Context: an optimization exercise on an open-source flow, tuned for small area, a short achievable clock period and few clock cycles. The choices shown serve that exercise and are no tape-out recipe.
In this exercise RTL edits were held to simulation tests only and were not proved equivalent to the original.
Power and IR drop assume default switching activity.

the baseline:
Design tlvcrc16, start of the top module:
module tlvcrc16 (
    input  wire        clk,
    input  wire        rst,
    input  wire        bus_req,
    input  wire        bus_we,
    input  wire [12:0] bus_addr,
    input  wire [1:0]  bus_size,
    input  wire [31:0] bus_wdata,
    output reg         bus_ack,
    output reg         bus_err,
    output reg  [31:0] bus_rdata
);
Size: roughly 8000 cells after synthesis, ~2200 flip-flops, roughly 85 I/O pins, ~0.089 mm2 of cells after synthesis.
export LEC_CHECK = 0
export CAP_MARGIN = 20
export CORE_MARGIN = 2
export CORE_UTILIZATION = 45
export CTS_CLUSTER_DIAMETER = 100
export CTS_CLUSTER_SIZE = 30
export SETUP_SLACK_MARGIN = 4.6
export SLEW_MARGIN = 20
create_clock -name core_clock -period 10.0 [get_ports {clk}]
run.sh (not shown) runs the stock make flow with config.mk's settings and CLKGATE_MAP_FILE= SYNTH_SCRIPT=/design/flow/synth_recipe.tcl, a recipe that flattens the netlist after the stock synthesis.
The baseline: flow completed, timing, DRC and antenna clean
Testbench counts of the baseline, summed over its fixed seeds: cycles 13,614.
## Diff of input files: the candidate against the baseline
--- a/flow/design.v
+++ b/flow/design.v
@@ -328,20 +328,20 @@
     wire [7:0]    cidx  = {cring, ph_n};
     wire [7:0]    cbyte = ~obuf[({cring, {RB{1'b0}}} + 1) * 8 +: 8];    
     wire          cmask = ({1'b0, cidx} < olen);
     wire          hit   = rvalid && (ridx == ridx_q);
     reg [31:0] regv;
     always @(*) begin
-        case (bus_addr[4:2])
-            3'd1: regv = {24'd0, errcode, 1'b0, fault, copen, fopen};
-            3'd2: regv = {16'd0, crc};
-            3'd3: regv = {23'd0, olen};
-            3'd4: regv = {25'd0, flen};
-            3'd5: regv = {25'd0, clen};
-            3'd6: regv = {16'd0, ftag};
-            3'd7: regv = {16'd0, ctag};
+        case (bus_addr[5:2])
+            4'd1: regv = {24'd0, errcode, 1'b0, fault, copen, fopen};
+            4'd2: regv = {16'd0, crc};
+            4'd3: regv = {23'd0, olen};
+            4'd4: regv = {25'd0, flen};
+            4'd5: regv = {25'd0, clen};
+            4'd6: regv = {16'd0, ftag};
+            4'd7: regv = {16'd0, ctag};
             default: regv = errcmd;
         endcase
     end
     always @(*) begin
         if (busy)
             bus_ack = (fcnt == 8'd0);
## What came out
Per the comparison of the candidate with the baseline, count of clock buffers in the final design now larger, part of the power in the clock network -0.4 points, iteration count of the initial detailed-routing pass shows an increase of 1.
Delta (the candidate minus the baseline): final clock period utilization by the worst path saw an increase, met3 layer usage reported by global route went down by 0.24 points, relative area change from synthesis to final layout saw an increase, area of the multi-input gates decreased by about 1% relative to the old numbers, net count of the mapped netlist now sits lower.
Testbench counts of the candidate, summed over its fixed seeds: cycles 13,614.

========
tlvcrc16 again, from the RTL that the note above started with.
Settings: LEC_CHECK=0, CAP_MARGIN=20, CORE_MARGIN=2, CORE_UTILIZATION=40, SETUP_SLACK_MARGIN=4.6, SLEW_MARGIN=20; clock period 10.0 ns.
Testbench counts at the start, summed over its fixed seeds: cycles 13,614.
==> next run, changes <==
--- a/flow/design.v
+++ b/flow/design.v
@@ -239,24 +239,24 @@
             OP_OUT_BYTE:
                 if (fopen || copen)                chk = E_SEQUENCE;
                 else if (out_full)                 chk = E_OVERFLOW;
             default:
                 chk = 4'd0;
         endcase
     end
     wire is_clear = (w == 32'h10000000);
     wire cmd      = bus_req && bus_we && is_cmd && !busy;
     wire exec     = cmd && !fault && legal && (chk == 4'd0);
     wire raise    = cmd && !fault && !(legal && (chk == 4'd0));
-    wire fix_cond  = !fault && (fopen || copen) && (op == OP_CRC_INIT || op == OP_CRC_BYTE);
-    wire fix_start = bus_req && bus_we && !busy && fix_cond;
+    wire fix_start = bus_req && bus_we && !busy && !fault && (fopen || copen) &&
+                     (op == OP_CRC_INIT || op == OP_CRC_BYTE);
     wire [6:0]  hlen = fopen ? flen : clen;           
     wire [15:0] htag = fopen ? ftag : ctag;
     wire [23:0] tab  = dec2_tab(hlen);
     wire [31:0] hdr  = {htag, 4'h3, tab[23:20], 4'h3, tab[19:16]};
     wire [31:0] hexs = {hex_char(crc[15:12]), hex_char(crc[11:8]),
                         hex_char(crc[7:4]), hex_char(crc[3:0])};
     wire [31:0] quad = (fopen || copen) ? hdr : hexs;
     wire [8:0]  hpos = (fopen && copen) ? cpos : olen;
     localparam RB = 3;                  
     localparam RL = 1 << RB;
     localparam NR = 256 / RL;
@@ -323,38 +323,38 @@
         rvalid <= !rst && !(bus_req && bus_we);
     end
     wire [7:0]    ridx  = bus_addr[9:2];
     wire          nxt   = (ridx[RB-1:0] == ph);
     wire [7-RB:0] cring = ridx[7:RB] + {{(7-RB){1'b0}}, nxt && (ph == {RB{1'b1}})};
     wire [7:0]    cidx  = {cring, ph_n};
     wire [7:0]    cbyte = ~obuf[({cring, {RB{1'b0}}} + 1) * 8 +: 8];    
     wire          cmask = ({1'b0, cidx} < olen);
     wire          hit   = rvalid && (ridx == ridx_q);
     reg [31:0] regv;
     always @(*) begin
-        case (bus_addr[4:2])
-            3'd1: regv = {24'd0, errcode, 1'b0, fault, copen, fopen};
-            3'd2: regv = {16'd0, crc};
-            3'd3: regv = {23'd0, olen};
-            3'd4: regv = {25'd0, flen};
-            3'd5: regv = {25'd0, clen};
-            3'd6: regv = {16'd0, ftag};
-            3'd7: regv = {16'd0, ctag};
+        case (bus_addr[5:2])
+            4'd1: regv = {24'd0, errcode, 1'b0, fault, copen, fopen};
+            4'd2: regv = {16'd0, crc};
+            4'd3: regv = {23'd0, olen};
+            4'd4: regv = {25'd0, flen};
+            4'd5: regv = {25'd0, clen};
+            4'd6: regv = {16'd0, ftag};
+            4'd7: regv = {16'd0, ctag};
             default: regv = errcmd;
         endcase
     end
     always @(*) begin
         if (busy)
             bus_ack = (fcnt == 8'd0);
         else
-            bus_ack = bus_we ? !fix_cond : !(bus_addr[12] && !hit);
+            bus_ack = !(fix_start || (bus_req && rd_obuf && !hit));
         if (bus_we)
             bus_err = !is_cmd;
         else
             bus_err = !(word_ok && (in_regs || in_obuf));
         if (bus_addr[12])
             bus_rdata = {24'd0, rbyte};
         else
             bus_rdata = regv;
     end
     wire [15:0] crc_b    = crc_step(crc, opb);
     wire [15:0] racc_b   = crc_step(racc, opb);
Register-to-register slack gains 0.04 ns.
Design area went up by a few percent.
Wire length fell by a few percent.
Via count falls by a few percent.
Non-clock buffer count climbs by 7.
First-iteration DRC count came out lower by a quarter to a third.
Clock-buffer cell count drops by 4.
Die area grows by a few percent.
Worst setup slack degrades by 0.15 ns.
Sequential power is about the same.
Total power went down slightly.
Sequential share of layout area went down by 1.1 points.
Testbench counts after the change, summed over its fixed seeds: cycles 13,614.

[re-timing with driven ports]
No port has a modelled driver above. Below, the same layouts with a new extraction and two added sets of constraints. Step 1 assumes that a clkbuf_16 drives the clock port and a buf_2 every other input. Step 2, shift: input delay + t, output delay - t, t = (earliest + latest rising clock arrival at the registers) / 2. This alone moves slack from input paths to output paths. Three values: ideal, step 1, step 2; two values: the first two.
run | t (ns) | slack for setup (ns) | cell pins on the clock port's net
the baseline | 0.861 | 4.500 / 4.435 / 3.727 | 1
the candidate | 0.847 | 4.412 / 4.317 / 3.684 | 1
the first run of note 2 | 0.968 | 4.459 / 4.410 / 3.567 | 1
the second run of note 2 | 0.943 | 4.313 / 4.206 / 3.705 | 1
After both steps every run listed still meets setup and hold. The setup slack of the first run of note 2, which loses most, moves by -0.049 ns with the drivers and by -0.892 ns with both steps.
